What follows belongs to an exercise in optimizing a design on an open flow for small area; a production flow would make more cautious choices.
Where RTL was checked, it was by simulation tests only, not by an equivalence proof against the original.
No functional check of the RTL was part of run 5.
No run shown here takes its clock network from TritonCTS; it comes from the design's own scripts or RTL.
The clock input has no modelled driver; a real chip could not lean on it and would need a root buffer or a full tree.
Power is estimated from default activity; no workload was simulated.

<file path="design.v">
module kfcu (
    input  wire        clk,
    input  wire        rst,
    input  wire        cmd_valid,
    input  wire [3:0]  cmd_op,
    input  wire [15:0] cmd_arg,
    output wire        cmd_ready,
    output wire        rsp_valid,
    output wire [1:0]  rsp_err,
    output wire [15:0] rsp_data
);
    localparam [6:0] CK_OFS  = 7'h25;
    localparam [2:0] K_STAT = 3'b000;    
    localparam [2:0] K_CK   = 3'b001;    
    localparam [2:0] K_ILL  = 3'b010;    
    localparam [2:0] K_ENC  = 3'b011;    
    localparam [2:0] K_RNG  = 3'b100;    
    localparam [2:0] K_OVR  = 3'b110;    
    localparam [2:0] K_DEC  = 3'b111;    
    reg [6:0] ak;        
    reg [6:0] pos;
    reg [7:0] stored;
    reg [8:0] cd;        
    reg [2:0] kind;
    reg       rvalid;
    wire svalid  = |pos;
    wire pos_end = pos[6] & pos[5] & pos[2] & pos[1] & pos[0];
    wire z_hi    = ~|cmd_arg[15:8];
    wire z_all   = z_hi & ~|cmd_arg[7:0];
    reg       ok;
    reg [2:0] kind_n;
    always @(*) begin
        case (cmd_op)
            4'h0, 4'h5,
            4'h8, 4'h9: ok = z_all;
            4'h1:       ok = ~|cmd_arg[15:9];
            4'h2:       ok = ~|cmd_arg[15:10] & ~cmd_arg[7];
            4'h3, 4'h4: ok = ~|cmd_arg[15:4];
            4'h6, 4'h7: ok = z_hi;
            default:    ok = 1'b0;
        endcase
        if (cmd_op[3] & (cmd_op[2] | cmd_op[1]))
            kind_n = K_ILL;
        else if (!ok)
            kind_n = K_RNG;
        else if (cmd_op == 4'h7 && pos_end)
            kind_n = K_OVR;
        else if (cmd_op == 4'h9)
            kind_n = K_STAT;
        else if (cmd_op[3] | cmd_op[2] & (cmd_op[1] | cmd_op[0]))
            kind_n = K_CK;
        else if (cmd_op[1])
            kind_n = K_DEC;
        else
            kind_n = K_ENC;
    end
    wire done   = ok & ~(cmd_op == 4'h7 && pos_end);
    wire do_clr = done & (cmd_op == 4'h5);
    wire do_add = done & ((cmd_op == 4'h6) | ((cmd_op == 4'h7) & svalid));
    wire do_inc = done & (cmd_op == 4'h7);
    wire       add_en = cmd_valid & do_add;
    wire       inc_en = cmd_valid & do_inc;
    wire       clr    = rst | (cmd_valid & do_clr);
    wire [6:0] addend = cmd_arg[6:0] & {7{add_en}};
    wire [7:0] ac;
    wire [6:0] ak_sum;
    wire [7:0] pc;
    wire [6:0] pos_inc;
    assign ac[0] = 1'b0;
    assign pc[0] = inc_en;
    genvar i;
    generate
        for (i = 0; i < 7; i = i + 1) begin : g_add
            assign ak_sum[i]  = ak[i] ^ addend[i] ^ ac[i];
            assign ac[i+1]    = (ak[i] & addend[i]) | (ak[i] & ac[i]) | (addend[i] & ac[i]);
            assign pos_inc[i] = pos[i] ^ pc[i];
            assign pc[i+1]    = pos[i] & pc[i];
        end
    endgenerate
    always @(posedge clk) begin
        if (clr) begin
            ak  <= CK_OFS;
            pos <= 7'd0;
        end else begin
            ak  <= ak_sum;
            pos <= pos_inc;
        end
        if (!svalid)
            stored <= cmd_arg[7:0];
        if (cmd_valid)
            cd <= {cmd_arg[8], cmd_arg[7] | cmd_arg[9], cmd_arg[6:0]};
        if (rst)
            kind <= K_STAT;
        else if (cmd_valid)
            kind <= kind_n;
        rvalid <= ~rst & cmd_valid;
    end
    wire sel_st  = (kind == K_STAT);
    wire sel_ck  = (kind == K_CK);
    wire sel_enc = (kind == K_ENC);
    wire sel_dec = (kind == K_DEC);
    wire sel_cd  = kind[1] & kind[0];
    wire st_sv   = sel_st & svalid;
    assign cmd_ready = 1'b1;
    assign rsp_valid = rvalid;
    assign rsp_err   = kind[2:1] & {2{~kind[0]}};
    assign rsp_data  = {{8{st_sv}} & stored, 8'h00}
                     | {6'd0, sel_enc & cd[8], sel_cd & cd[7], sel_dec & cd[8], 7'd0}
                     | {8'd0, st_sv, {7{sel_st}} & pos}
                     | {9'd0, {7{sel_ck}} & ak}
                     | {9'd0, {7{sel_cd}} & cd[6:0]};
endmodule
</file>
<file path="flow/run.sh">
#!/bin/bash
# Own layout flow: the standard ORFS flow (standard.sh) with
#  - an area-oriented ABC mapping script in synthesis (the rest of the
#    synthesis, and so the registers and their names, is unchanged),
#  - port buffers, and the buffer synthesis puts on the constant output,
#    of the smallest buffer cell (buf_1),
#  - a clock tree of a few clock buffers fed from the clock port, built
#    after CTS in place of its H-tree (the design has 35 registers).
# Each tool run's output goes to its own log file in this folder.
set -euo pipefail
W=$(pwd)
rm -rf "$W/scripts_syn"
cp -r "$FLOW_HOME/scripts" "$W/scripts_syn"
cp "$W/flow/abc.script" "$W/scripts_syn/abc_speed.script"
cat > "$W/own_synth.tcl" <<EOT
set ::env(SCRIPTS_DIR) $W/scripts_syn
set ::env(MIN_BUF_CELL_AND_PORTS) "sky130_fd_sc_hd__buf_1 A X"
source $W/synth_recipe.tcl
EOT
sed "s#SYNTH_SCRIPT=[^ ]*#SYNTH_SCRIPT=$W/own_synth.tcl#" standard.sh > own.sh
grep -q own_synth.tcl own.sh
export BUFFER_PORTS_ARGS="-buffer_cell sky130_fd_sc_hd__buf_1"
export CTS_ARGS="-sink_clustering_enable -repair_clock_nets -dont_use_dummy_load"
export POST_CTS_TCL="$W/flow/clock_buffers.tcl"
export KF_CLKBUF_CELL=${KF_CLKBUF_CELL:-sky130_fd_sc_hd__clkbuf_8}
export KF_CLKBUF_COUNT=${KF_CLKBUF_COUNT:-2}
bash own.sh synth > synth.log 2>&1
bash own.sh floorplan > floorplan.log 2>&1
bash own.sh place > place.log 2>&1
bash own.sh cts > cts.log 2>&1
bash own.sh route > route.log 2>&1
bash own.sh finish > finish.log 2>&1
</file>
<file path="flow/abc.script">
strash
dch -f
map -a
&get -n
&st
&dch
&nf -R 1000
&put
topo
dnsize
</file>
<file path="flow/clock_buffers.tcl">
# Replace the clock tree that CTS built with k clock buffers driven straight
# from the clock port, each driving one band of the register clock pins.
proc kf_clock_buffers { cell k } {
  set block [ord::get_db_block]
  set clk [$block findNet clk]
  set sinks {}
  set tree_insts {}
  set tree_nets {}
  set todo [list $clk]
  while { [llength $todo] } {
    set net [lindex $todo 0]
    set todo [lrange $todo 1 end]
    foreach it [$net getITerms] {
      if { [$it isOutputSignal] } { continue }
      set inst [$it getInst]
      set m [[$inst getMaster] getName]
      if { [string match "sky130_fd_sc_hd__clkbuf_*" $m] || [string match "sky130_fd_sc_hd__clkinv*" $m] || [string match "sky130_fd_sc_hd__buf_*" $m] } {
        lappend tree_insts $inst
        foreach o [$inst getITerms] {
          if { [$o isOutputSignal] && [$o getNet] ne "NULL" } {
            lappend tree_nets [$o getNet]
            lappend todo [$o getNet]
          }
        }
      } else {
        lappend sinks $it
      }
    }
  }
  puts "kf_clock_buffers: [llength $sinks] sinks, removing [llength $tree_insts] tree cells"
  set pts {}
  foreach it $sinks {
    set loc [[$it getInst] getLocation]
    lappend pts [list $it [lindex $loc 0] [lindex $loc 1]]
    $it disconnect
  }
  foreach inst $tree_insts { odb::dbInst_destroy $inst }
  foreach net $tree_nets { odb::dbNet_destroy $net }
  # k groups: sort by y into bands, which suits a small square core
  set pts [lsort -integer -index 2 $pts]
  set n [llength $pts]
  set master [[ord::get_db] findMaster $cell]
  for { set g 0 } { $g < $k } { incr g } {
    set lo [expr {($g * $n) / $k}]
    set hi [expr {(($g + 1) * $n) / $k - 1}]
    set grp [lrange $pts $lo $hi]
    set buf [odb::dbInst_create $block $master clkroot_buf_$g]
    set net [odb::dbNet_create $block clkroot_net_$g]
    $net setSigType CLOCK
    [$buf findITerm A] connect $clk
    [$buf findITerm X] connect $net
    set sx 0; set sy 0
    foreach p $grp {
      [lindex $p 0] connect $net
      set sx [expr {$sx + [lindex $p 1]}]
      set sy [expr {$sy + [lindex $p 2]}]
    }
    set m [llength $grp]
    $buf setLocation [expr {$sx / $m}] [expr {$sy / $m}]
    $buf setPlacementStatus PLACED
  }
}

kf_clock_buffers $::env(KF_CLKBUF_CELL) $::env(KF_CLKBUF_COUNT)
detailed_placement
check_placement -verbose
estimate_parasitics -placement
report_clock_skew
report_check_types -max_slew -max_capacitance
</file>
<file path="standard.sh">
#!/bin/bash
# synth_recipe.tcl (not shown) runs the flow's synth.tcl, then flattens the netlist and writes it again
# the make line also repeats each setting of config.mk as NAME=value (left out here)
make -C /OpenROAD-flow-scripts/flow DESIGN_CONFIG=/design/flow/config.mk WORK_HOME=/design/flow/orfs CLKGATE_MAP_FILE= SYNTH_SCRIPT=/design/flow/synth_recipe.tcl "${@:-finish}"
</file>
<file path="config.mk">
export PLATFORM = sky130hd
export DESIGN_NAME = kfcu
export DESIGN_NICKNAME = kfcu
export VERILOG_FILES = /design/flow/design.v
export SDC_FILE = /design/flow/constraint.sdc
export NUM_CORES = 4
export LEC_CHECK = 0
export CAP_MARGIN = 20
export CORE_MARGIN = 2
export CORE_UTILIZATION = 70
export PLACE_DENSITY = 0.85
export SLEW_MARGIN = 20
</file>
<file path="constraint.sdc">
create_clock -name core_clock -period 6.0 [get_ports {clk}]
set_input_delay 1.2000 -clock core_clock [delete_from_list [all_inputs] [get_ports {clk}]]
set_output_delay 1.2000 -clock core_clock [all_outputs]
set_load 0.01 [all_outputs]
</file>
==> flow_metrics.py, run 1 <==
metrics = {
    "run_status": {
        "outcome": "finished clean",
    },
    "timing": {
        "layout_setup_ws_ns": 0.4326,
        "hold_viol": 0,
        "slew_headroom": 0.3330,
        "final-max-slew-violation-count": 0,
        "tightest_slew_ns": 0.9928,
        "period_minus_slack_ns": 5.567,
        "setup_viol": 0,
        "fmax_ghz": 0.1796,
        "skew_ns": 0.009128,
        "rsz0062_at_grt": "no",
        "tns_ns": 0,
        "fin_crit_sh": 0.9279,
    },
    "synth": {
        "synth_top_area_share": 0.3033,
        "yosysSeqAreaShare": 0.5175,
        "ys_types": 30,
        "synth_area_mm2": 0.001683,
        "ys_async_sr_fraction": 0,
        "syn_nets": 194,
        "ys_ff_latch": 35,
        "yosysWarnings": 1,
        "synth.avg_cell_area_um2": 10.58,
        "ys_top_cells_by_area": "edfxtp_1 30%, dfxtp_1 21%, and2_0 8.6%, fa_1 5.9%, ha_1 5.2%",
        "ys.flop_type": "dfxtp_1",
        "synth-edff-count": 17,
        "yosysTopAreaCell": "edfxtp_1",
        "synth_cells": 159,
    },
    "finish": {
        "final_common_cell": "buf_1",
        "antenna_cells": 0,
        "final_cell_mix": "41 x buf_1, 23 x and2_0, 19 x nand2_1, 18 x dfxtp_1, 17 x edfxtp_1",
        "stdcell_count": 230,
        "final_nets": 239,
        "area_delta_synth_final_pct": 13.46,
        "final_layout_size_suffix_gt1_frac": 0.01980,
    },
    "placement": {
        "placed_cells": 228,
        "detailed_place_hpwl_um": 2939,
        "gp_congestion": 0.8769,
        "port_buffers": 41,
        "dp_slack_ns": 0.4517,
    },
    "die": {
        "die_w_um": 53.03,
        "row_count": 17,
        "coreArea_mm2": 0.002233,
        "io_pins": 43,
        "die_h_um": 53.03,
        "dieArea_mm2": 0.002812,
        "start_util": 0.7535,
    },
    "worst_hold_path": {
        "min_from": "ak[0]$_SDFF_PP1_",
        "hp-class": "reg -> reg",
        "hold_path_depth": 2,
    },
    "pwr": {
        "p_leak_nw": 0.7381,
        "peakVddDrop_mv": 0.2118,
        "power_density_mw_per_mm2": 199.2,
    },
    "setup_path": {
        "path_cells": "buf_1 -> nand2b_1 -> nor3b_1 -> a21oi_1 -> o22ai_1 -> a21oi_1 -> nor4_1 -> a41oi_1 -> nor2_1 -> and4_1 -> and2_0 -> ha_1 -> fa_1 -> fa_1 -> fa_1 -> fa_1 -> fa_1 -> xor2_1 -> nand3_1 -> nand2_1 -> nor2_1",
        "path_class": "in -> reg",
        "ff2ff_path_depth": 16,
        "worst_r2r_startpoint": "pos[0]$_SDFF_PP0_",
        "crit_arrival_ns": 5.64,
        "start_kind": "primary input",
        "crit_path_max_fanout": 8,
        "worstSetupStartpoint": "cmd_op[1]",
        "crit_required_ns": 6.07,
        "crit_path_top_delay_cell": "fa_1",
        "slowest_delay_ns": 0.40,
        "worstSetupEndpointType": "flip-flop",
        "crit_top_cell": "fa_1",
    },
    "global_routing": {
        "grt_pass1_vias": 1370,
        "grt_util_all_layers": 0.3281,
        "antenna_found_initial": 0,
        "overflow": 0,
        "grt_first_pass_wirelength_um": 6423,
        "grt_max_degree": 19,
    },
    "detailed_routing": {
        "first_iter_violations": 85,
        "via_per_inst": 6.235,
        "wl_per_cell_um": 17.73,
        "ant_nets": 0,
        "vias": 1434,
        "drt_pass1_iterations": 4,
        "drc": 0,
        "wl_um": 4078,
    },
    "clock_network": {
        "clk_pin_slew_ns": 0.11,
        "cts_num_sinks": 35,
        "clk_latency_ns": 0.16,
    },
    "run": {
        "cap_viol_max_count": 0,
    },
}
cells by family after synthesis:
logic type	after synthesis	synth area share
and+or+nand+nor	78	0.2461
DFF	35	0.5175
buffers and inverters	6	0.01338
AOI/OAI and AO/OA	25	0.09888
other	1	0.002228
xor gates and xnor gates	2	0.01041
adders and majority gates	12	0.1115
flip-flops by register name (all words and copies together) (netlist names):
register / flops
kind: 3
ak: 7
pos: 7
stored: 8
cd: 9
rvalid: 1
layer usage:
metal / vias up / global-route usage / share of wire
li1: 655 / - / -
met1: 680 / 0.4146 / 0.38
met2: 79 / 0.5646 / 0.51
met3: 20 / 0.04520 / 0.078
met4: 0 / 0.1325 / 0.034
met5: - / 0 / 0
area by class of cell:
| type | instances | area, µm² |
|---|---|---|
| multi-input combinational | 118 | 795.8 |
| sequential | 35 | 870.8 |
| tap | 28 | 35.03 |
| timing repair buffer | 42 | 161.4 |
| fill | 125 | 324.1 |
| buffer | 2 | 27.53 |
| inverter | 5 | 18.77 |
where the power goes:
part | switching, W | leakage (nW) | internal [W]
registers | 0.00000351 | 0.319 | 0.000259
clock network | 0.0000586 | 0.0144 | 0.0000311
logic | 0.0000192 | 0.405 | 0.00000843
total | 0.0000813 | 0.738 | 0.000299
metrics by stage:
stage	hold slack [ns]	utilization	power, W	area (µm²)
2_1_floorplan	0.5244	-	0.0002783	1683
3_3_place_gp	0.5515	0.8398	0.0002928	1876
3_5_place_dp	0.5699	0.8398	0.0002944	1876
5_1_grt	0.6152	0.8549	0.0003911	1909
6_report	0.5942	0.8549	0.0003804	1909
cells in the mapped netlist (all sizes together), types with 3 or more instances:
cell    number
nor4         4
ha           7
nor2b        3
nand2       19
clkinv       5
o21ai        3
dfxtp       18
nand2b       5
a21oi        8
nor2        12
a222oi       3
edfxtp      17
nor3         3
and2        23
fa           5
a22oi        4
worst max-delay path, delay by kind of cell:
kind / cells / cell delay [ns]
AO/OA/AOI/OAI: 4 / 0.62
XOR/XNOR: 1 / 0.20
buffers and inverters: 1 / 0.22
adder cells (fa/ha/maj): 6 / 2.16
AND/OR/NAND/NOR: 9 / 1.22
worst paths after layout:
kind                           end  slack, ns
hold reg to reg   ak[0]$_SDFF_PP1_       0.59
setup / recovery  ak[6]$_SDFF_PP0_       0.43
setup reg to reg  ak[6]$_SDFF_PP0_       1.43
hold / removal    ak[0]$_SDFF_PP1_       0.59
==> run 2: changes to the inputs <==
--- a/flow/run.sh
+++ b/flow/run.sh
@@ -22,8 +22,8 @@
 export BUFFER_PORTS_ARGS="-buffer_cell sky130_fd_sc_hd__buf_1"
 export CTS_ARGS="-sink_clustering_enable -repair_clock_nets -dont_use_dummy_load"
 export POST_CTS_TCL="$W/flow/clock_buffers.tcl"
-export KF_CLKBUF_CELL=${KF_CLKBUF_CELL:-sky130_fd_sc_hd__clkbuf_8}
-export KF_CLKBUF_COUNT=${KF_CLKBUF_COUNT:-2}
+export KF_CLKBUF_CELL=sky130_fd_sc_hd__clkbuf_4
+export KF_CLKBUF_COUNT=4
 bash own.sh synth > synth.log 2>&1
 bash own.sh floorplan > floorplan.log 2>&1
 bash own.sh place > place.log 2>&1
--- a/config.mk
+++ b/config.mk
@@ -7,6 +7,6 @@
 export LEC_CHECK = 0
 export CAP_MARGIN = 20
 export CORE_MARGIN = 2
-export CORE_UTILIZATION = 70
+export CORE_UTILIZATION = 50
 export PLACE_DENSITY = 0.85
 export SLEW_MARGIN = 20
==> flow_metrics.py, run 2 <==
metrics = {
    "run_status": {
        "outcome": "finished clean",
    },
    "synth": {
        "synth_area_mm2": 0.001683,
        "ys_types": 30,
        "ys_async_sr_fraction": 0,
        "yosysSeqAreaShare": 0.5175,
        "synth.most_common_cell": "and2_0",
        "synth_cells": 159,
        "ys_ff_latch": 35,
        "yosysWarnings": 1,
        "yosysTopAreaCell": "edfxtp_1",
        "synth-edff-count": 17,
        "syn_nets": 194,
        "synth_common_cells": "23 x and2_0, 19 x nand2_1, 18 x dfxtp_1, 17 x edfxtp_1, 12 x nor2_1",
        "synth.avg_cell_area_um2": 10.58,
        "synth_top_area_share": 0.3033,
        "ys_top_cells_by_area": "edfxtp_1 30%, dfxtp_1 21%, and2_0 8.6%, fa_1 5.9%, ha_1 5.2%",
        "ys.flop_type": "dfxtp_1",
    },
    "global_routing": {
        "antenna_found_initial": 0,
        "grt_pass1_vias": 1140,
        "grt_first_pass_wirelength_um": 5430,
        "grt_util_all_layers": 0.2000,
        "grt_max_degree": 16,
        "overflow": 0,
    },
    "timing": {
        "tns_ns": 0,
        "tightest_slew_ns": 1.052,
        "final-max-slew-violation-count": 0,
        "fmax_ghz": 0.1869,
        "layout_setup_ws_ns": 0.6493,
        "hold_viol": 0,
        "skew_ns": 0.01102,
        "rsz0062_at_grt": "no",
        "period_minus_slack_ns": 5.351,
        "slew_headroom": 0.2968,
        "fin_crit_sh": 0.8918,
        "setup_viol": 0,
    },
    "worst_hold_path": {
        "hold_path_depth": 2,
        "hold_path_end": "ak[0]$_SDFF_PP1_",
        "min_from": "ak[0]$_SDFF_PP1_",
        "hp-class": "reg -> reg",
    },
    "finish": {
        "final_layout_size_suffix_gt1_frac": 0.03902,
        "fin_util": 0.5931,
        "stdcell_count": 251,
        "largest_reg_flops": 9,
        "final_cell_mix": "41 x buf_1, 23 x and2_0, 19 x nand2_1, 18 x dfxtp_1, 17 x edfxtp_1",
        "antenna_cells": 0,
        "area_delta_synth_final_pct": 15.76,
        "final_common_cell": "buf_1",
        "max_flop_register": "cd",
        "final_nets": 242,
        "reg_top3": "cd: 9 flops, stored: 8 flops",
        "final_area_mm2": 0.001948,
    },
    "die": {
        "dieArea_mm2": 0.003846,
        "start_util": 0.5124,
        "die_h_um": 62.02,
        "row_count": 21,
        "coreArea_mm2": 0.003284,
        "die_w_um": 62.02,
        "io_pins": 43,
    },
    "setup_path": {
        "r2r_slack_ns": 1.61,
        "worstSetupEndpointType": "flip-flop",
        "crit_required_ns": 6.06,
        "path_class": "in -> reg",
        "crit_arrival_ns": 5.41,
        "worst_r2r_startpoint": "pos[0]$_SDFF_PP0_",
        "crit_path_max_fanout": 8,
        "timing.rr.end": "ak[6]$_SDFF_PP0_",
        "ff2ff_path_depth": 16,
        "start_kind": "primary input",
    },
    "detailed_routing": {
        "vias": 1366,
        "ant_nets": 0,
        "wl_um": 3730,
        "drc": 0,
        "wl_per_cell_um": 14.86,
        "first_iter_violations": 96,
        "via_per_inst": 5.442,
        "drt_pass1_iterations": 4,
    },
    "placement": {
        "place_area_mm2": 0.001912,
        "port_buffers": 41,
        "placed_cells": 247,
        "detailed_place_hpwl_um": 2776,
        "gp_congestion": 0.9688,
        "dp_slack_ns": 0.5411,
    },
    "clock_network": {
        "clk_latency_ns": 0.16,
        "clk_pin_slew_ns": 0.10,
        "cts_num_sinks": 35,
    },
    "pwr": {
        "peakVddDrop_mv": 0.06876,
        "power_density_mw_per_mm2": 194.6,
        "p_leak_nw": 0.7484,
    },
    "run": {
        "cap_viol_max_count": 0,
    },
}
[run 2: cell counts after synthesis]
No cell type changed its count.
[run 2: through the flow]
stage	total power, W	hold slack, ns
after detailed placement	0.0002952	0.5506
after global placement	0.0002940	0.5501
final	0.0003791	0.5746
after floorplan	0.0002783	0.5244
after global routing	0.0003938	0.6017
[run 2: area by class of cell]
| cell class | count | area, µm² |
|---|---|---|
| timing repair buffer | 43 | 168.9 |
| buffer | 4 | 30.03 |
| sequential | 35 | 870.8 |
| inverter | 5 | 18.77 |
| tap | 46 | 57.56 |
| fill | 288 | 1336 |
| multi-input combinational | 118 | 802.0 |
[run 2: critical path, cell delays in order]
cell	delay (ns)
buf_1	0.23
nand2b_1	0.16
nor3b_1	0.07
a21oi_1	0.13
o22ai_1	0.08
a21oi_1	0.13
nor4_1	0.06
a41oi_1	0.22
nor2_1	0.13
and4_1	0.27
and2_0	0.19
ha_1	0.19
fa_1	0.38
fa_1	0.39
fa_1	0.39
fa_1	0.39
fa_1	0.39
xor2_1	0.19
nand3_1	0.09
nand2_1	0.07
nor2_1	0.05
[run 2: cells by family (layout without fill, tap and decap cells)]
group	Yosys count	count (layout)	synth area share
AND/OR/NAND/NOR	78	78	0.2461
flip-flops	35	35	0.5175
AO/OA/AOI/OAI	25	25	0.09888
adder cells (fa/ha/maj)	12	12	0.1115
buffers and inverters	6	52	0.01338
XOR/XNOR	2	2	0.01041
other	1	1	0.002228
[run 2: routing by layer]
layer | share of wire | vias up | track usage
li1 | - | 659 | -
met1 | 0.42 | 645 | 0.2836
met2 | 0.51 | 57 | 0.3199
met3 | 0.063 | 5 | 0.02484
met4 | 0.010 | 0 | 0.06383
met5 | 0 | - | 0
[run 2: worst max path at each step]
stage | endpoint | depth (start not counted) | start
floorplan | ak[6]$_SDFF_PP0_ | 20 | cmd_op[1]
global placement | ak[6]$_SDFF_PP0_ | 21 | cmd_op[1]
detailed placement | ak[6]$_SDFF_PP0_ | 21 | cmd_op[1]
global route | ak[6]$_SDFF_PP0_ | 21 | cmd_op[1]
finish | ak[6]$_SDFF_PP0_ | 21 | cmd_op[1]
[run 2: power by group]
group / switching, W / total [W] / internal [W]
clock network: 0.0000569 / 0.0000888 / 0.0000319
logic: 0.0000187 / 0.0000276 / 0.00000888
registers: 0.00000333 / 0.000263 / 0.000259
total: 0.0000789 / 0.000379 / 0.000300
==> run 3: changes to the inputs <==
--- a/config.mk
+++ b/config.mk
@@ -6,7 +6,7 @@
 export NUM_CORES = 4
 export LEC_CHECK = 0
 export CAP_MARGIN = 20
-export CORE_MARGIN = 2
-export CORE_UTILIZATION = 50
+export CORE_AREA = 2.3 2.72 58.88 59.84
+export DIE_AREA = 0 0 61.18 62.56
 export PLACE_DENSITY = 0.85
 export SLEW_MARGIN = 20
==> flow_metrics.py, run 3 <==
metrics = {
    "synth": {
        "synth.most_common_cell": "and2_0",
        "yosysTopAreaCell": "edfxtp_1",
        "ys_async_sr_fraction": 0,
        "ys_top_cells_by_area": "edfxtp_1 30%, dfxtp_1 21%, and2_0 8.6%, fa_1 5.9%, ha_1 5.2%",
        "synth_area_mm2": 0.001683,
        "synthMuxAreaShare": 0,
        "synth_top_area_share": 0.3033,
        "yosysWarnings": 1,
        "synth-compound-area-share": 0.09888,
        "synth_top_family_by_area": "simple AND/OR/NAND/NOR gates",
        "ys_types": 30,
        "synth-edff-count": 17,
        "synthAdderAreaFrac": 0.1115,
        "synth.avg_cell_area_um2": 10.58,
        "syn_nets": 194,
        "synth_simple_gate_area_frac": 0.2461,
        "ys.flop_type": "dfxtp_1",
        "synth_common_cells": "23 x and2_0, 19 x nand2_1, 18 x dfxtp_1, 17 x edfxtp_1, 12 x nor2_1",
        "synth_cells": 159,
        "yosysSeqAreaShare": 0.5175,
        "ys_ff_latch": 35,
        "synth_xor_area_frac": 0.01041,
    },
    "die": {
        "die_w_um": 61.18,
        "coreArea_mm2": 0.003232,
        "row_count": 21,
        "dieArea_mm2": 0.003827,
        "die_h_um": 62.56,
        "io_pins": 43,
        "start_util": 0.5207,
    },
    "timing": {
        "tns_ns": 0,
        "slew_headroom": 0.3152,
        "tightest_slew_ns": 1.022,
        "final-max-slew-violation-count": 0,
        "period_minus_slack_ns": 5.341,
        "rsz0062_at_grt": "no",
        "fin_crit_sh": 0.8902,
        "skew_ns": 0.01352,
        "setup_viol": 0,
        "hold_viol": 0,
        "fmax_ghz": 0.1872,
    },
    "global_routing": {
        "grt_pass1_vias": 1252,
        "grt_max_degree": 16,
        "grt_util_all_layers": 0.2025,
        "overflow": 0,
        "antenna_found_initial": 0,
        "grt_first_pass_wirelength_um": 5733,
    },
    "finish": {
        "fillCellCount": 274,
        "seqCellArea_um2": 870.8,
        "reg_top3": "cd: 9 flops, stored: 8 flops",
        "multi_input_comb_area_um2": 795.8,
        "antenna_cells": 0,
        "max_flop_register": "cd",
        "final_area_mm2": 0.001942,
        "final_layout_size_suffix_gt1_frac": 0.03415,
        "area_delta_synth_final_pct": 15.39,
        "final_cell_mix": "41 x buf_1, 23 x and2_0, 19 x nand2_1, 18 x dfxtp_1, 17 x edfxtp_1",
        "final_common_cell": "buf_1",
        "largest_reg_flops": 9,
        "fin_util": 0.6009,
        "final_nets": 242,
    },
    "setup_path": {
        "crit_path_top_delay_cell": "fa_1",
        "path_delay_family": "adder cells",
        "crit_required_ns": 6.06,
        "worstSetupEndpointType": "flip-flop",
        "ff2ff_path_depth": 16,
        "worst_r2r_startpoint": "pos[0]$_SDFF_PP0_",
        "r2r_slack_ns": 1.54,
        "crit_top_cell": "fa_1",
        "worstSetupStartpoint": "cmd_op[1]",
        "endpoint": "ak[6]$_SDFF_PP0_",
        "start_kind": "primary input",
        "crit_path_max_fanout": 8,
        "critical_path_cell_count": 21,
        "path_class": "in -> reg",
        "crit_arrival_ns": 5.40,
        "timing.rr.end": "ak[6]$_SDFF_PP0_",
        "slowest_delay_ns": 0.39,
        "path_cells": "buf_1 -> nand2b_1 -> nor3b_1 -> a21oi_1 -> o22ai_1 -> a21oi_1 -> nor4_1 -> a41oi_1 -> nor2_1 -> and4_1 -> and2_0 -> ha_1 -> fa_1 -> fa_1 -> fa_1 -> fa_1 -> fa_1 -> xor2_1 -> nand3_1 -> nand2_1 -> nor2_1",
        "cp_num_buf_inv": 1,
    },
    "pwr": {
        "pwr-share-clk": 0.236,
        "switching_power_w": 0.00007850,
        "p_leak_nw": 0.7480,
        "p_comb_frac": 0.070,
        "peakVddDrop_mv": 0.08993,
        "power_density_mw_per_mm2": 195.0,
        "swShare": 0.2073,
        "internal-power_w": 0.0003001,
        "seqPwrFrac": 0.694,
    },
    "clock_network": {
        "clk_pin_slew_ns": 0.09,
        "clk_latency_ns": 0.16,
        "cts_num_sinks": 35,
    },
    "detailed_routing": {
        "drt_pass1_iterations": 4,
        "vias": 1335,
        "first_iter_violations": 73,
        "drc": 0,
        "wl_um": 3510,
        "via_per_inst": 5.319,
        "ant_nets": 0,
        "wl_per_cell_um": 13.98,
    },
    "worst_hold_path": {
        "hp-class": "reg -> reg",
    },
    "placement": {
        "port_buffers": 41,
        "place_area_mm2": 0.001912,
        "gp_congestion": 0.9244,
        "detailed_place_hpwl_um": 2672,
    },
    "run": {
        "cap_viol_max_count": 0,
    },
    "run_status": {
        "outcome": "finished clean",
    },
}
==> run 3: final cells by class <==
type	count	share of cell area
multi-input combinational	118	0.4098
buffer	4	0.01546
tap	46	0.02964
inverter	5	0.009665
timing repair buffer	43	0.08698
sequential	35	0.4485
==> run 3: power groups by stage <==
| stage | Combinational, W | Clock (W) | Sequential, W |
|---|---|---|---|
| 2_1_floorplan | 0.0000108 | 0 | 0.000267 |
| 3_3_place_gp | 0.0000266 | 0 | 0.000268 |
| 3_5_place_dp | 0.0000263 | 0 | 0.000268 |
| 5_1_grt | 0.0000300 | 0.0000999 | 0.000264 |
| 6_report | 0.0000265 | 0.0000894 | 0.000263 |
==> run 3: cells by family after synthesis <==
kind of cell | after synthesis
other | 1
buffers and inverters | 6
XOR/XNOR | 2
flip-flops | 35
AND/OR/NAND/NOR | 78
adder cells (fa/ha/maj) | 12
AO/OA/AOI/OAI | 25
==> run 3: worst min-delay path by stage <==
stage                         startpoint              endpoint  slack [ns]  cells past startpoint
floorplan           kind[1]$_SDFFE_PP0P_  kind[1]$_SDFFE_PP0P_        0.52                      2
global placement    kind[1]$_SDFFE_PP0P_  kind[1]$_SDFFE_PP0P_        0.55                      2
detailed placement      ak[0]$_SDFF_PP1_      ak[0]$_SDFF_PP1_        0.56                      2
global route            ak[0]$_SDFF_PP1_      ak[0]$_SDFF_PP1_        0.61                      2
finish              kind[1]$_SDFFE_PP0P_  kind[1]$_SDFFE_PP0P_        0.58                      2
==> run 3: tightest hold or removal path, stage by stage (launching register included) <==
cell and delay, ns:
dfxtp_1 0.39, o22ai_1 0.09, nor2_1 0.07
==> run 3: routing by layer <==
layer  part of all wire  track usage
met4              0.011      0.05707
met3              0.049      0.03313
met5                  0            0
met1               0.45       0.2929
met2               0.49       0.3112
==> run 3: metrics by stage <==
stage / power (W) / hold WS [ns] / setup slack (ns) / std cells
5_1_grt: 0.0003940 / 0.6114 / 0.3378 / 251
3_3_place_gp: 0.0002945 / 0.5515 / 0.6958 / 247
3_5_place_dp: 0.0002946 / 0.5593 / 0.5256 / 247
2_1_floorplan: 0.0002783 / 0.5244 / 1.102 / 159
6_report: 0.0003786 / 0.5774 / 0.6586 / 251
==> run 4: changes to the inputs <==
--- a/flow/run.sh
+++ b/flow/run.sh
@@ -22,8 +22,8 @@
 export BUFFER_PORTS_ARGS="-buffer_cell sky130_fd_sc_hd__buf_1"
 export CTS_ARGS="-sink_clustering_enable -repair_clock_nets -dont_use_dummy_load"
 export POST_CTS_TCL="$W/flow/clock_buffers.tcl"
-export KF_CLKBUF_CELL=sky130_fd_sc_hd__clkbuf_4
-export KF_CLKBUF_COUNT=4
+export KF_CLKBUF_CELL=sky130_fd_sc_hd__clkbuf_8
+export KF_CLKBUF_COUNT=2
 bash own.sh synth > synth.log 2>&1
 bash own.sh floorplan > floorplan.log 2>&1
 bash own.sh place > place.log 2>&1
==> flow_metrics.py, run 4 <==
metrics = {
    "global_routing": {
        "grt_util_all_layers": 0.2008,
        "grt_pass1_vias": 1233,
        "grt_first_pass_wirelength_um": 5720,
        "overflow": 0,
        "antenna_found_initial": 0,
        "grt_max_degree": 19,
    },
    "synth": {
        "ys_ff_latch": 35,
        "synth_area_mm2": 0.001683,
        "ys_types": 30,
        "synth_top_area_share": 0.3033,
        "synth.most_common_cell": "and2_0",
        "synth_common_cells": "23 x and2_0, 19 x nand2_1, 18 x dfxtp_1, 17 x edfxtp_1, 12 x nor2_1",
        "synth-edff-count": 17,
        "synth_cells": 159,
        "ys_top_cells_by_area": "edfxtp_1 30%, dfxtp_1 21%, and2_0 8.6%, fa_1 5.9%, ha_1 5.2%",
        "yosysTopAreaCell": "edfxtp_1",
        "yosysWarnings": 1,
        "ys_async_sr_fraction": 0,
        "synth.avg_cell_area_um2": 10.58,
        "yosysSeqAreaShare": 0.5175,
        "ys.flop_type": "dfxtp_1",
        "syn_nets": 194,
    },
    "timing": {
        "slew_headroom": 0.3686,
        "rsz0062_at_grt": "no",
        "final-max-slew-violation-count": 0,
        "fmax_ghz": 0.1874,
        "tns_ns": 0,
        "layout_setup_ws_ns": 0.6652,
        "skew_ns": 0.001070,
        "tightest_slew_ns": 0.9450,
        "period_minus_slack_ns": 5.335,
        "fin_crit_sh": 0.8891,
        "hold_viol": 0,
        "setup_viol": 0,
    },
    "finish": {
        "largest_reg_flops": 9,
        "final_common_cell": "buf_1",
        "antenna_cells": 0,
        "max_flop_register": "cd",
        "seqCellArea_um2": 870.8,
        "multi_input_comb_area_um2": 795.8,
        "final_area_mm2": 0.001947,
        "stdcell_count": 250,
        "reg_top3": "cd: 9 flops, stored: 8 flops",
        "area_delta_synth_final_pct": 15.69,
        "final_cell_mix": "41 x buf_1, 23 x and2_0, 19 x nand2_1, 18 x dfxtp_1, 17 x edfxtp_1",
        "fillCellCount": 277,
        "final_layout_size_suffix_gt1_frac": 0.02941,
        "final_nets": 241,
    },
    "pwr": {
        "peakVddDrop_mv": 0.09866,
        "power_density_mw_per_mm2": 194.0,
        "p_leak_nw": 0.7486,
        "total_power_w": 0.0003778,
    },
    "detailed_routing": {
        "drt_pass1_iterations": 4,
        "first_iter_violations": 111,
        "via_per_inst": 5.352,
        "wl_um": 3527,
        "vias": 1338,
        "drc": 0,
        "wl_per_cell_um": 14.11,
        "ant_nets": 0,
    },
    "setup_path": {
        "worstSetupEndpointType": "flip-flop",
        "crit_path_max_fanout": 8,
        "crit_required_ns": 6.06,
        "start_kind": "primary input",
        "crit_arrival_ns": 5.40,
        "path_class": "in -> reg",
    },
    "clock_network": {
        "clk_pin_slew_ns": 0.10,
        "cts_num_sinks": 35,
        "clk_latency_ns": 0.16,
    },
    "die": {
        "coreArea_mm2": 0.003232,
        "die_w_um": 61.18,
        "row_count": 21,
        "io_pins": 43,
        "start_util": 0.5207,
        "dieArea_mm2": 0.003827,
        "die_h_um": 62.56,
    },
    "placement": {
        "dp_slack_ns": 0.5256,
        "placed_cells": 247,
        "place_area_mm2": 0.001912,
        "detailed_place_hpwl_um": 2672,
        "port_buffers": 41,
        "gp_congestion": 0.9244,
    },
    "run": {
        "cap_viol_max_count": 0,
    },
    "worst_hold_path": {
        "hp-class": "reg -> reg",
    },
    "run_status": {
        "outcome": "finished clean",
    },
}
-- run 4: final cells by class --
class,count,share of cell area
multi-input cells,118,0.4087
flip-flops and latches,35,0.4473
well taps,46,0.02956
repair buffers,44,0.09062
plain buffers,2,0.01414
inverters,5,0.009640
-- run 4: cells by family (layout without fill, tap and decap cells) --
| kind of cell | after synthesis | count (layout) | synth area share |
|---|---|---|---|
| fa+ha+maj | 12 | 12 | 0.1115 |
| simple gates | 78 | 78 | 0.2461 |
| xor+xnor | 2 | 2 | 0.01041 |
| buf+inv | 6 | 51 | 0.01338 |
| other cells | 1 | 1 | 0.002228 |
| compound gates | 25 | 25 | 0.09888 |
| flops | 35 | 35 | 0.5175 |
-- run 4: worst paths after layout --
| kind | depth (start not counted) | slack (ns) | start | end |
|---|---|---|---|---|
| worst max-delay path | 21 | 0.67 | cmd_op[1] | ak[6]$_SDFF_PP0_ |
| worst min-delay path | 2 | 0.58 | kind[0]$_SDFFE_PP0P_ | kind[0]$_SDFFE_PP0P_ |
| worst max register to register | 16 | 1.56 | pos[0]$_SDFF_PP0_ | ak[6]$_SDFF_PP0_ |
| worst min register to register | 2 | 0.58 | kind[0]$_SDFFE_PP0P_ | kind[0]$_SDFFE_PP0P_ |
-- run 4: power breakdown --
part	switching, W	leakage (nW)	internal [W]
clock	0.0000569	0.0144	0.0000310
combinational	0.0000180	0.415	0.00000915
sequential	0.00000328	0.319	0.000259
total	0.0000782	0.749	0.000300
-- run 4: per-layer routing --
metal	track usage	share of wire
met5	0	0
met1	0.2875	0.46
met2	0.3165	0.48
met3	0.02070	0.049
met4	0.06250	0.017
-- run 4: through the flow --
stage / util / hold slack (ns)
after floorplan: - / 0.5244
after global routing: 0.6024 / 0.6149
after detailed placement: 0.5916 / 0.5593
final: 0.6024 / 0.5821
after global placement: 0.5916 / 0.5515
-- run 4: worst max-delay path: stages --
cell,delay (ns)
buf_1,0.22
nand2b_1,0.16
nor3b_1,0.07
a21oi_1,0.12
o22ai_1,0.08
a21oi_1,0.14
nor4_1,0.06
a41oi_1,0.22
nor2_1,0.13
and4_1,0.27
and2_0,0.20
ha_1,0.19
fa_1,0.39
fa_1,0.38
fa_1,0.39
fa_1,0.39
fa_1,0.38
xor2_1,0.21
nand3_1,0.10
nand2_1,0.07
nor2_1,0.04
==> run 5: changes to the inputs <==
--- a/design.v
+++ b/design.v
@@ -9,14 +9,15 @@
     output wire [1:0]  rsp_err,
     output wire [15:0] rsp_data
 );
+    localparam [6:0] REC_LEN = 7'd103;
     localparam [6:0] CK_OFS  = 7'h25;
-    localparam [2:0] K_STAT = 3'b000;    
-    localparam [2:0] K_CK   = 3'b001;    
-    localparam [2:0] K_ILL  = 3'b010;    
-    localparam [2:0] K_ENC  = 3'b011;    
-    localparam [2:0] K_RNG  = 3'b100;    
-    localparam [2:0] K_OVR  = 3'b110;    
-    localparam [2:0] K_DEC  = 3'b111;    
+    localparam [2:0] K_STAT = 3'd6;
+    localparam [2:0] K_CK   = 3'd0;
+    localparam [2:0] K_ILL  = 3'd3;
+    localparam [2:0] K_ENC  = 3'd5;
+    localparam [2:0] K_RNG  = 3'd1;
+    localparam [2:0] K_OVR  = 3'd2;
+    localparam [2:0] K_DEC  = 3'd7;
     reg [6:0] ak;        
     reg [6:0] pos;
     reg [7:0] stored;
@@ -95,15 +96,25 @@
             kind <= kind_n;
         rvalid <= ~rst & cmd_valid;
     end
-    wire sel_st  = (kind == K_STAT);
-    wire sel_ck  = (kind == K_CK);
-    wire sel_enc = (kind == K_ENC);
-    wire sel_dec = (kind == K_DEC);
-    wire sel_cd  = kind[1] & kind[0];
+    reg sel_st, sel_ck, sel_enc, sel_dec, sel_cd;
+    reg [1:0] err_o;
+    always @(*) begin
+        {sel_st, sel_ck, sel_enc, sel_dec, sel_cd, err_o} = 7'bxxxxxxx;
+        case (kind)
+            K_STAT: {sel_st, sel_ck, sel_enc, sel_dec, sel_cd, err_o} = 7'b1000000;
+            K_CK:   {sel_st, sel_ck, sel_enc, sel_dec, sel_cd, err_o} = 7'b0100000;
+            K_ENC:  {sel_st, sel_ck, sel_enc, sel_dec, sel_cd, err_o} = 7'b0010100;
+            K_DEC:  {sel_st, sel_ck, sel_enc, sel_dec, sel_cd, err_o} = 7'b0001100;
+            K_ILL:  {sel_st, sel_ck, sel_enc, sel_dec, sel_cd, err_o} = 7'b0000001;
+            K_RNG:  {sel_st, sel_ck, sel_enc, sel_dec, sel_cd, err_o} = 7'b0000010;
+            K_OVR:  {sel_st, sel_ck, sel_enc, sel_dec, sel_cd, err_o} = 7'b0000011;
+            default: ;
+        endcase
+    end
     wire st_sv   = sel_st & svalid;
     assign cmd_ready = 1'b1;
     assign rsp_valid = rvalid;
-    assign rsp_err   = kind[2:1] & {2{~kind[0]}};
+    assign rsp_err   = err_o;
     assign rsp_data  = {{8{st_sv}} & stored, 8'h00}
                      | {6'd0, sel_enc & cd[8], sel_cd & cd[7], sel_dec & cd[8], 7'd0}
                      | {8'd0, st_sv, {7{sel_st}} & pos}
--- a/flow/run.sh
+++ b/flow/run.sh
@@ -22,8 +22,8 @@
 export BUFFER_PORTS_ARGS="-buffer_cell sky130_fd_sc_hd__buf_1"
 export CTS_ARGS="-sink_clustering_enable -repair_clock_nets -dont_use_dummy_load"
 export POST_CTS_TCL="$W/flow/clock_buffers.tcl"
-export KF_CLKBUF_CELL=sky130_fd_sc_hd__clkbuf_8
-export KF_CLKBUF_COUNT=2
+export KF_CLKBUF_CELL=sky130_fd_sc_hd__clkbuf_4
+export KF_CLKBUF_COUNT=4
 bash own.sh synth > synth.log 2>&1
 bash own.sh floorplan > floorplan.log 2>&1
 bash own.sh place > place.log 2>&1
==> flow_metrics.py, run 5 <==
metrics = {
    "pwr": {
        "peakVddDrop_mv": 0.08958,
        "p_leak_nw": 0.7399,
        "power_density_mw_per_mm2": 207.6,
    },
    "detailed_routing": {
        "ant_nets": 0,
        "wl_um": 3544,
        "vias": 1339,
        "drc": 0,
        "via_per_inst": 5.510,
        "first_iter_violations": 71,
        "drt_pass1_iterations": 4,
        "wl_per_cell_um": 14.58,
    },
    "global_routing": {
        "grt_util_all_layers": 0.2082,
        "grt_max_degree": 15,
        "overflow": 0,
        "grt_first_pass_wirelength_um": 5989,
        "antenna_found_initial": 0,
        "grt_pass1_vias": 1352,
    },
    "finish": {
        "multi_input_comb_area_um2": 770.7,
        "reg_top3": "cd: 9 flops, stored: 8 flops",
        "final_layout_size_suffix_gt1_frac": 0.03046,
        "fillCellCount": 268,
        "final_nets": 234,
        "antenna_cells": 0,
        "final_cell_mix": "41 x buf_1, 22 x and2_0, 18 x dfxtp_1, 17 x edfxtp_1",
        "seqCellArea_um2": 870.8,
        "area_delta_synth_final_pct": 15.03,
        "largest_reg_flops": 9,
        "max_flop_register": "cd",
        "final_common_cell": "buf_1",
    },
    "run": {
        "cap_viol_max_count": 0,
    },
    "die": {
        "die_w_um": 61.18,
        "row_count": 21,
        "die_h_um": 62.56,
        "start_util": 0.5176,
        "dieArea_mm2": 0.003827,
        "coreArea_mm2": 0.003232,
        "io_pins": 43,
    },
    "timing": {
        "tightest_slew_ns": 1.080,
        "hold_slack_ns": 0.5317,
        "fin_crit_sh": 0.9262,
        "fmax_ghz": 0.1800,
        "slew_headroom": 0.2734,
        "setup_viol": 0,
        "hold_viol": 0,
        "period_minus_slack_ns": 5.557,
        "final-max-slew-violation-count": 0,
        "rsz0062_at_grt": "no",
        "tns_ns": 0,
        "skew_ns": 0.01177,
    },
    "setup_path": {
        "ff2ff_path_depth": 15,
        "r2r_slack_ns": 1.58,
        "start_kind": "primary input",
        "crit_arrival_ns": 5.66,
        "crit_required_ns": 6.10,
        "crit_path_max_fanout": 8,
        "path_class": "in -> reg",
        "worstSetupStartpoint": "cmd_op[1]",
        "worstSetupEndpointType": "flip-flop",
        "worst_r2r_startpoint": "pos[5]$_SDFF_PP0_",
    },
    "placement": {
        "gp_congestion": 0.8190,
        "detailed_place_hpwl_um": 2684,
        "port_buffers": 41,
    },
    "synth": {
        "synth.avg_cell_area_um2": 11.01,
        "yosysWarnings": 1,
        "ys_types": 31,
        "synth_cells": 152,
        "synth_area_mm2": 0.001673,
        "syn_nets": 187,
        "yosysSeqAreaShare": 0.5206,
        "synth_common_cells": "22 x and2_0, 18 x dfxtp_1, 17 x edfxtp_1, 9 x clkinv_1, 9 x nor2_1",
        "synth_top_area_share": 0.3052,
        "ys_top_cells_by_area": "edfxtp_1 31%, dfxtp_1 22%, and2_0 8.2%, fa_1 6.0%, ha_1 5.2%",
        "ys_async_sr_fraction": 0,
        "synth.most_common_cell": "and2_0",
        "yosysTopAreaCell": "edfxtp_1",
        "synth-edff-count": 17,
        "ys_ff_latch": 35,
        "ys.flop_type": "dfxtp_1",
    },
    "clock_network": {
        "clk_pin_slew_ns": 0.10,
        "cts_num_sinks": 35,
        "clk_latency_ns": 0.16,
    },
    "worst_hold_path": {
        "min_from": "pos[6]$_SDFF_PP0_",
        "hp-class": "reg -> reg",
        "hold_path_depth": 1,
    },
    "run_status": {
        "outcome": "finished clean",
    },
}
[run 5: cell types whose count changed after synthesis, sizes merged, moves of 2 or more]
cell | before | now
nand2 | 19 | 7
a222oi | 3 | 7
a22oi | 4 | 0
clkinv | 5 | 9
o21ai | 3 | 7
and3 | 0 | 3
nor2 | 12 | 9
a31oi | 2 | 0
nand3 | 2 | 4
o22ai | 2 | 0
[run 5: power by group]
group	internal (W)	total, W	leakage (nW)	switching, W
sequential	0.000260	0.000265	0.319	0.00000473
clock	0.0000319	0.0000901	0.0184	0.0000582
combinational	0.0000156	0.0000446	0.402	0.0000291
[run 5: area by class of cell]
cell class,count,area share
tap,46,0.02991
inverter,9,0.01756
timing repair buffer,42,0.08388
buffer,4,0.01560
multi-input combinational,107,0.4005
sequential,35,0.4525
[run 5: stage by stage]
stage	area, µm²	worst slack, ns	utilization	total power (W)	std cells
after floorplan	1673	0.9751	-	0.0002924	152
after global placement	1894	0.4347	0.5861	0.0003134	239
after detailed placement	1894	0.2833	0.5861	0.0003148	239
after global routing	1924	0.06275	0.5954	0.0004132	243
final	1924	0.4431	0.5954	0.0003996	243
[run 5: metal layers]
layer	share of wire	vias up	GRT usage
met4	0.017	0	0.08696
met3	0.049	5	0.02692
met2	0.50	49	0.3391
met5	0	-	0
li1	-	647	-
met1	0.44	638	0.2716
[run 5: worst max-delay path, stage by stage]
cell	delay (ns)
buf_1	0.23
nor2_1	0.10
nand3_1	0.13
o31ai_1	0.08
o21ai_0	0.14
o21ai_0	0.12
a21oi_1	0.17
nor3_1	0.06
a21oi_1	0.12
nor4_1	0.09
and3_1	0.20
and3_1	0.24
and2_0	0.18
ha_1	0.19
fa_1	0.38
fa_1	0.39
fa_1	0.40
fa_1	0.40
fa_1	0.38
xor2_1	0.17
o21ai_0	0.10
a21oi_1	0.15
[run 5: cell families after synthesis]
family                     count (synthesis)  synth area share
and+or+nand+nor                           64            0.2147
DFF                                       35            0.5206
AOI/OAI and AO/OA                         28            0.1174
adders and majority gates                 12            0.1122
buffers and inverters                     10           0.02243
xor gates and xnor gates                   2           0.01047
other                                      1          0.002242
[run 5: worst paths after layout]
kind,endpoint
worst max register to register,ak[6]$_SDFF_PP0_
worst max-delay path,ak[6]$_SDFF_PP0_
worst min-delay path,pos[6]$_SDFF_PP0_
worst min register to register,pos[6]$_SDFF_PP0_
==> run 6: changes to the inputs <==
--- a/design.v
+++ b/design.v
@@ -9,7 +9,6 @@
     output wire [1:0]  rsp_err,
     output wire [15:0] rsp_data
 );
-    localparam [6:0] REC_LEN = 7'd103;
     localparam [6:0] CK_OFS  = 7'h25;
     localparam [2:0] K_STAT = 3'd6;
     localparam [2:0] K_CK   = 3'd0;
==> flow_metrics.py, run 6 <==
metrics = {
    "finish": {
        "fin_util": 0.5954,
        "max_flop_register": "cd",
        "final_layout_size_suffix_gt1_frac": 0.03046,
        "area_delta_synth_final_pct": 15.03,
        "final_nets": 234,
        "fillCellCount": 268,
        "antenna_cells": 0,
        "largest_reg_flops": 9,
        "final_cell_mix": "41 x buf_1, 22 x and2_0, 18 x dfxtp_1, 17 x edfxtp_1",
        "final_area_mm2": 0.001924,
        "reg_top3": "cd: 9 flops, stored: 8 flops",
        "final_common_cell": "buf_1",
    },
    "timing": {
        "rsz0062_at_grt": "no",
        "setup_viol": 0,
        "fmax_ghz": 0.1800,
        "tightest_slew_ns": 1.080,
        "skew_ns": 0.01177,
        "final-max-slew-violation-count": 0,
        "hold_viol": 0,
        "slew_headroom": 0.2734,
        "hold_slack_ns": 0.5317,
        "period_minus_slack_ns": 5.557,
        "fin_crit_sh": 0.9262,
        "tns_ns": 0,
    },
    "synth": {
        "synth_top_family_by_area": "simple AND/OR/NAND/NOR gates",
        "synthMuxAreaShare": 0,
        "synth_simple_gate_area_frac": 0.2147,
        "synth_xor_area_frac": 0.01047,
        "synth-edff-count": 17,
        "synth_top_area_share": 0.3052,
        "ys_types": 31,
        "synth_area_mm2": 0.001673,
        "yosysTopAreaCell": "edfxtp_1",
        "ys.flop_type": "dfxtp_1",
        "ys_ff_latch": 35,
        "yosysWarnings": 1,
        "synth.avg_cell_area_um2": 11.01,
        "yosysSeqAreaShare": 0.5206,
        "ys_top_cells_by_area": "edfxtp_1 31%, dfxtp_1 22%, and2_0 8.2%, fa_1 6.0%, ha_1 5.2%",
        "synth-compound-area-share": 0.1174,
        "ys_async_sr_fraction": 0,
        "synthAdderAreaFrac": 0.1122,
        "synth_common_cells": "22 x and2_0, 18 x dfxtp_1, 17 x edfxtp_1, 9 x clkinv_1, 9 x nor2_1",
        "synth.most_common_cell": "and2_0",
        "synth_cells": 152,
        "syn_nets": 187,
    },
    "worst_hold_path": {
        "hold_path_end": "pos[6]$_SDFF_PP0_",
        "min_from": "pos[6]$_SDFF_PP0_",
        "hp-class": "reg -> reg",
        "hold_path_depth": 1,
    },
    "setup_path": {
        "start_kind": "primary input",
        "path_class": "in -> reg",
        "worstSetupEndpointType": "flip-flop",
        "worst_r2r_startpoint": "pos[5]$_SDFF_PP0_",
        "crit_path_max_fanout": 8,
        "timing.rr.end": "ak[6]$_SDFF_PP0_",
        "crit_required_ns": 6.10,
        "crit_arrival_ns": 5.66,
        "r2r_slack_ns": 1.58,
        "ff2ff_path_depth": 15,
    },
    "global_routing": {
        "grt_first_pass_wirelength_um": 5989,
        "antenna_found_initial": 0,
        "grt_pass1_vias": 1352,
        "grt_util_all_layers": 0.2082,
        "grt_max_degree": 15,
        "overflow": 0,
    },
    "die": {
        "die_h_um": 62.56,
        "coreArea_mm2": 0.003232,
        "row_count": 21,
        "die_w_um": 61.18,
        "start_util": 0.5176,
        "dieArea_mm2": 0.003827,
        "io_pins": 43,
    },
    "placement": {
        "gp_congestion": 0.8190,
        "place_area_mm2": 0.001894,
        "port_buffers": 41,
        "detailed_place_hpwl_um": 2684,
    },
    "clock_network": {
        "clk_pin_slew_ns": 0.10,
        "cts_num_sinks": 35,
        "clk_latency_ns": 0.16,
    },
    "pwr": {
        "power_density_mw_per_mm2": 207.6,
        "total_power_w": 0.0003996,
        "peakVddDrop_mv": 0.08958,
        "p_leak_nw": 0.7399,
    },
    "detailed_routing": {
        "wl_um": 3544,
        "drc": 0,
        "ant_nets": 0,
        "wl_per_cell_um": 14.58,
        "vias": 1339,
        "via_per_inst": 5.510,
        "drt_pass1_iterations": 4,
        "first_iter_violations": 71,
    },
    "run_status": {
        "outcome": "finished clean",
    },
    "run": {
        "cap_viol_max_count": 0,
    },
}
## run 6: cell counts after synthesis
Identical to the previous run, type by type.
## run 6: how the worst max path moves through the flow
stage          startpoint                to  slack, ns  cells after the start
3_3_place_gp    cmd_op[1]  ak[6]$_SDFF_PP0_       0.43                     22
2_1_floorplan   cmd_op[1]  ak[6]$_SDFF_PP0_       0.98                     21
5_1_grt         cmd_op[1]  ak[6]$_SDFF_PP0_       0.06                     22
3_5_place_dp    cmd_op[1]  ak[6]$_SDFF_PP0_       0.28                     22
6_report        cmd_op[1]  ak[6]$_SDFF_PP0_       0.44                     22
## run 6: through the flow
step / cells / setup WS (ns)
after detailed placement: 239 / 0.2833
after global routing: 243 / 0.06275
final: 243 / 0.4431
after floorplan: 152 / 0.9751
after global placement: 239 / 0.4347
## run 6: report_power, final
part           switching, W  internal (W)
clock             0.0000582     0.0000319
sequential       0.00000473      0.000260
combinational     0.0000291     0.0000156
total             0.0000920      0.000308
## run 6: metal layers
metal / routed length, µm / GRT usage / share of wire
met5: 0 / 0 / 0
met4: 59 / 0.08696 / 0.017
met3: 175 / 0.02692 / 0.049
met2: 1756 / 0.3391 / 0.50
met1: 1552 / 0.2716 / 0.44
## run 6: critical path: stages
cell and delay (ns):
buf_1 0.23, nor2_1 0.10, nand3_1 0.13, o31ai_1 0.08, o21ai_0 0.14, o21ai_0 0.12, a21oi_1 0.17, nor3_1 0.06
a21oi_1 0.12, nor4_1 0.09, and3_1 0.20, and3_1 0.24, and2_0 0.18, ha_1 0.19, fa_1 0.38, fa_1 0.39
fa_1 0.40, fa_1 0.40, fa_1 0.38, xor2_1 0.17, o21ai_0 0.10, a21oi_1 0.15
## run 6: cells by family after synthesis
kind of cell               after synthesis
AOI/OAI and AO/OA                       28
xor gates and xnor gates                 2
adders and majority gates               12
buffers and inverters                   10
DFF                                     35
other                                    1
and+or+nand+nor                         64
## run 6: area by class of cell
cell class / count / area [µm²] / share of cell area
inverter: 9 / 33.78 / 0.01756
timing repair buffer: 42 / 161.4 / 0.08388
multi-input combinational: 107 / 770.7 / 0.4005
sequential: 35 / 870.8 / 0.4525
buffer: 4 / 30.03 / 0.01560
tap: 46 / 57.56 / 0.02991
==> run 7: changes to the inputs <==
--- a/flow/run.sh
+++ b/flow/run.sh
@@ -4,6 +4,8 @@
 #    synthesis, and so the registers and their names, is unchanged),
 #  - port buffers, and the buffer synthesis puts on the constant output,
 #    of the smallest buffer cell (buf_1),
+#  - one buf_2 in front of each gate output whose slew is over the repair
+#    limit after global placement (before repair_design),
 #  - a clock tree of a few clock buffers fed from the clock port, built
 #    after CTS in place of its H-tree (the design has 35 registers).
 # Each tool run's output goes to its own log file in this folder.
@@ -22,6 +24,7 @@
 export BUFFER_PORTS_ARGS="-buffer_cell sky130_fd_sc_hd__buf_1"
 export CTS_ARGS="-sink_clustering_enable -repair_clock_nets -dont_use_dummy_load"
 export POST_CTS_TCL="$W/flow/clock_buffers.tcl"
+export PRE_RESIZE_TCL="$W/flow/slew_buffers.tcl"
 export KF_CLKBUF_CELL=sky130_fd_sc_hd__clkbuf_4
 export KF_CLKBUF_COUNT=4
 bash own.sh synth > synth.log 2>&1
==> flow/slew_buffers.tcl (new file) <==
estimate_parasitics -placement
set kf_block [ord::get_db_block]
set kf_limit [expr {1.5 * (1.0 - $::env(SLEW_MARGIN) / 100.0)}]
set kf_master [[ord::get_db] findMaster sky130_fd_sc_hd__buf_2]
set kf_n 0
foreach inst [$kf_block getInsts] {
  set m [[$inst getMaster] getName]
  if { [string match "*buf*" $m] || [string match "*df*" $m] || [string match "*conb*" $m] } { continue }
  foreach it [$inst getITerms] {
    if { ![$it isOutputSignal] } { continue }
    set net [$it getNet]
    if { $net eq "NULL" } { continue }
    set pin [get_pins "[$inst getName]/[[$it getMTerm] getName]"]
    set s [expr {max([get_property $pin slew_max_rise], [get_property $pin slew_max_fall])}]
    if { $s <= $kf_limit } { continue }
    set loads {}
    foreach l [$net getITerms] { if { [$l isInputSignal] } { lappend loads $l } }
    if { [llength $loads] < 2 || [llength [$net getBTerms]] > 0 } { continue }
    set buf [odb::dbInst_create $kf_block $kf_master "kf_slewbuf_$kf_n"]
    set nn [odb::dbNet_create $kf_block "kf_slewnet_$kf_n"]
    foreach l $loads { $l disconnect; $l connect $nn }
    [$buf findITerm A] connect $net
    [$buf findITerm X] connect $nn
    set loc [$inst getLocation]
    $buf setLocation [lindex $loc 0] [lindex $loc 1]
    $buf setPlacementStatus PLACED
    puts "kf_slew_buffers: [$inst getName] ($m) slew $s, [llength $loads] loads buffered"
    incr kf_n
  }
}
puts "kf_slew_buffers: $kf_n buffers"
estimate_parasitics -placement
--- a/config.mk
+++ b/config.mk
@@ -8,5 +8,6 @@
 export CAP_MARGIN = 20
 export CORE_AREA = 2.3 2.72 58.88 59.84
 export DIE_AREA = 0 0 61.18 62.56
+export GPL_TIMING_DRIVEN = 0
 export PLACE_DENSITY = 0.85
 export SLEW_MARGIN = 20
==> flow_metrics.py, run 7 <==
metrics = {
    "synth": {
        "ys_ff_latch": 35,
        "ys_async_sr_fraction": 0,
        "synth_top_area_share": 0.3052,
        "synth_area_mm2": 0.001673,
        "ys_types": 31,
        "synth_cells": 152,
        "ys.flop_type": "dfxtp_1",
        "ys_top_cells_by_area": "edfxtp_1 31%, dfxtp_1 22%, and2_0 8.2%, fa_1 6.0%, ha_1 5.2%",
        "yosysWarnings": 1,
        "synth.avg_cell_area_um2": 11.01,
        "synth.most_common_cell": "and2_0",
        "yosysTopAreaCell": "edfxtp_1",
        "yosysSeqAreaShare": 0.5206,
        "syn_nets": 187,
        "synth-edff-count": 17,
        "synth_common_cells": "22 x and2_0, 18 x dfxtp_1, 17 x edfxtp_1, 9 x clkinv_1, 9 x nor2_1",
    },
    "timing": {
        "period_minus_slack_ns": 5.596,
        "final-max-slew-violation-count": 0,
        "tightest_slew_ns": 1.028,
        "skew_ns": 0.01664,
        "tns_ns": 0,
        "slew_headroom": 0.3083,
        "setup_viol": 0,
        "layout_setup_ws_ns": 0.4045,
        "hold_viol": 0,
        "fin_crit_sh": 0.9326,
        "rsz0062_at_grt": "no",
        "hold_slack_ns": 0.5201,
        "fmax_ghz": 0.1787,
    },
    "finish": {
        "area_delta_synth_final_pct": 14.73,
        "max_flop_register": "cd",
        "stdcell_count": 244,
        "final_layout_size_suffix_gt1_frac": 0.02525,
        "largest_reg_flops": 9,
        "fillCellCount": 286,
        "final_cell_mix": "42 x buf_1, 22 x and2_0, 18 x dfxtp_1, 17 x edfxtp_1",
        "reg_top3": "cd: 9 flops, stored: 8 flops",
        "antenna_cells": 0,
        "final_common_cell": "buf_1",
        "final_nets": 235,
        "fin_util": 0.5939,
    },
    "global_routing": {
        "antenna_found_initial": 0,
        "grt_first_pass_wirelength_um": 5658,
        "overflow": 0,
        "grt_max_degree": 15,
        "grt_util_all_layers": 0.1978,
        "grt_pass1_vias": 1234,
    },
    "run_status": {
        "outcome": "finished clean",
    },
    "detailed_routing": {
        "ant_nets": 0,
        "wl_per_cell_um": 14.02,
        "wl_um": 3420,
        "vias": 1284,
        "first_iter_violations": 82,
        "drc": 0,
        "via_per_inst": 5.262,
        "drt_pass1_iterations": 4,
    },
    "setup_path": {
        "crit_arrival_ns": 5.69,
        "worstSetupStartpoint": "cmd_op[1]",
        "path_class": "in -> reg",
        "crit_path_max_fanout": 8,
        "start_kind": "primary input",
        "worstSetupEndpointType": "flip-flop",
        "worst_r2r_startpoint": "pos[5]$_SDFF_PP0_",
        "crit_required_ns": 6.10,
    },
    "clock_network": {
        "clk_pin_slew_ns": 0.10,
        "cts_num_sinks": 35,
        "clk_latency_ns": 0.16,
    },
    "die": {
        "coreArea_mm2": 0.003232,
        "start_util": 0.5176,
        "io_pins": 43,
        "dieArea_mm2": 0.003827,
        "die_h_um": 62.56,
        "die_w_um": 61.18,
        "row_count": 21,
    },
    "pwr": {
        "peakVddDrop_mv": 0.07631,
        "power_density_mw_per_mm2": 209.3,
        "p_leak_nw": 0.7377,
    },
    "worst_hold_path": {
        "min_from": "pos[6]$_SDFF_PP0_",
        "hp-class": "reg -> reg",
    },
    "placement": {
        "placed_cells": 240,
        "port_buffers": 41,
        "detailed_place_hpwl_um": 2589,
        "gp_congestion": 0.8224,
        "dp_slack_ns": 0.2236,
    },
    "run": {
        "cap_viol_max_count": 0,
    },
}
-- run 7: layout make-up --
type	instances	area, µm²	share of cell area
repair buffers	41	153.9	0.08018
flip-flops and latches	35	870.8	0.4537
plain buffers	6	38.79	0.02021
well taps	46	57.56	0.02999
inverters	9	33.78	0.01760
multi-input cells	107	764.5	0.3983
-- run 7: stage by stage --
| stage | power (W) | area, µm² |
|---|---|---|
| final | 0.0004017 | 1919 |
| after global routing | 0.0004180 | 1919 |
| after detailed placement | 0.0003141 | 1889 |
| after global placement | 0.0003132 | 1884 |
| after floorplan | 0.0002924 | 1673 |
-- run 7: cells by family (layout without fill, tap and decap cells) --
group / count (synthesis) / after routing / share of synthesized area
and+or+nand+nor: 64 / 64 / 0.2147
DFF: 35 / 35 / 0.5206
AOI/OAI and AO/OA: 28 / 28 / 0.1174
adders and majority gates: 12 / 12 / 0.1122
buffers and inverters: 10 / 56 / 0.02243
xor gates and xnor gates: 2 / 2 / 0.01047
other: 1 / 1 / 0.002242
-- run 7: worst max-delay path: stages --
cell and delay (ns):
buf_1 0.22, nor2_1 0.10, nand3_1 0.13, o31ai_1 0.08, o21ai_0 0.14, o21ai_0 0.09, a21oi_1 0.16, nor3_1 0.06
a21oi_1 0.11, nor4_1 0.08, and3_1 0.20, and3_1 0.26, and2_0 0.19, ha_1 0.19, fa_1 0.39, fa_1 0.42
fa_1 0.42, fa_1 0.39, fa_1 0.40, xor2_1 0.17, o21ai_0 0.11, a21oi_1 0.16
-- run 7: power breakdown --
| part | switching [W] | total, W | internal (W) |
|---|---|---|---|
| Clock | 0.0000612 | 0.0000931 | 0.0000320 |
| Sequential | 0.00000453 | 0.000265 | 0.000260 |
| Combinational | 0.0000283 | 0.0000440 | 0.0000157 |
| Total | 0.0000940 | 0.000402 | 0.000308 |
-- run 7: worst paths after layout --
path | endpoint | slack [ns] | cells after the start
max | ak[6]$_SDFF_PP0_ | 0.40 | 22
min reg2reg | pos[6]$_SDFF_PP0_ | 0.52 | 1
max reg2reg | ak[6]$_SDFF_PP0_ | 1.41 | 15
min | pos[6]$_SDFF_PP0_ | 0.52 | 1
-- run 7: routing by layer --
layer  part of all wire  track usage  vias up
met5                  0            0        -
met4              0.010      0.04891        0
met3              0.042      0.03106        5
met2               0.48       0.3231       35
met1               0.46       0.2707      599
li1                   -            -      645

## static timing again, ports no longer ideal
How much do the figures lean on ideal ports? The routed layouts below were timed once more, with nothing changed but the port constraints.
Step 1: set_driving_cell puts a clkbuf_16 on clk and a buf_2 on each other input, an assumption about the parent block.
Step 2 moves the port delays by t, midway between the first and last clock arrival at a register: inputs arrive t later, outputs are due t later. That takes back most of the time a late clock gives input paths.
Slacks: ideal / step 1 / step 2; pairs: ideal / step 1.
| run | shift t [ns] | setup slack, ns | hold WS [ns] | worst data-port slew with drivers (ns) |
|---|---|---|---|---|
| run 1 | 0.194 | 0.433 / 0.446 / 0.253 | 0.594 / 0.594 / 0.594 | 0.04 |
| run 2 | 0.191 | 0.649 / 0.666 / 0.476 | 0.575 / 0.575 / 0.575 | 0.03 |
| run 3 | 0.192 | 0.659 / 0.673 / 0.481 | 0.577 / 0.577 / 0.577 | 0.03 |
| run 4 | 0.193 | 0.665 / 0.676 / 0.484 | 0.582 / 0.582 / 0.582 | 0.03 |
| run 5 | 0.195 | 0.443 / 0.462 / 0.267 | 0.532 / 0.532 / 0.532 | 0.03 |
| run 6 | 0.195 | 0.443 / 0.462 / 0.267 | 0.532 / 0.532 / 0.532 | 0.03 |
| run 7 | 0.196 | 0.404 / 0.423 / 0.227 | 0.520 / 0.520 / 0.520 | 0.03 |
After both steps every run listed still meets setup and hold. For run 4, which loses most, drivers alone change the setup slack by +0.011 ns; drivers and shift together by -0.181 ns.
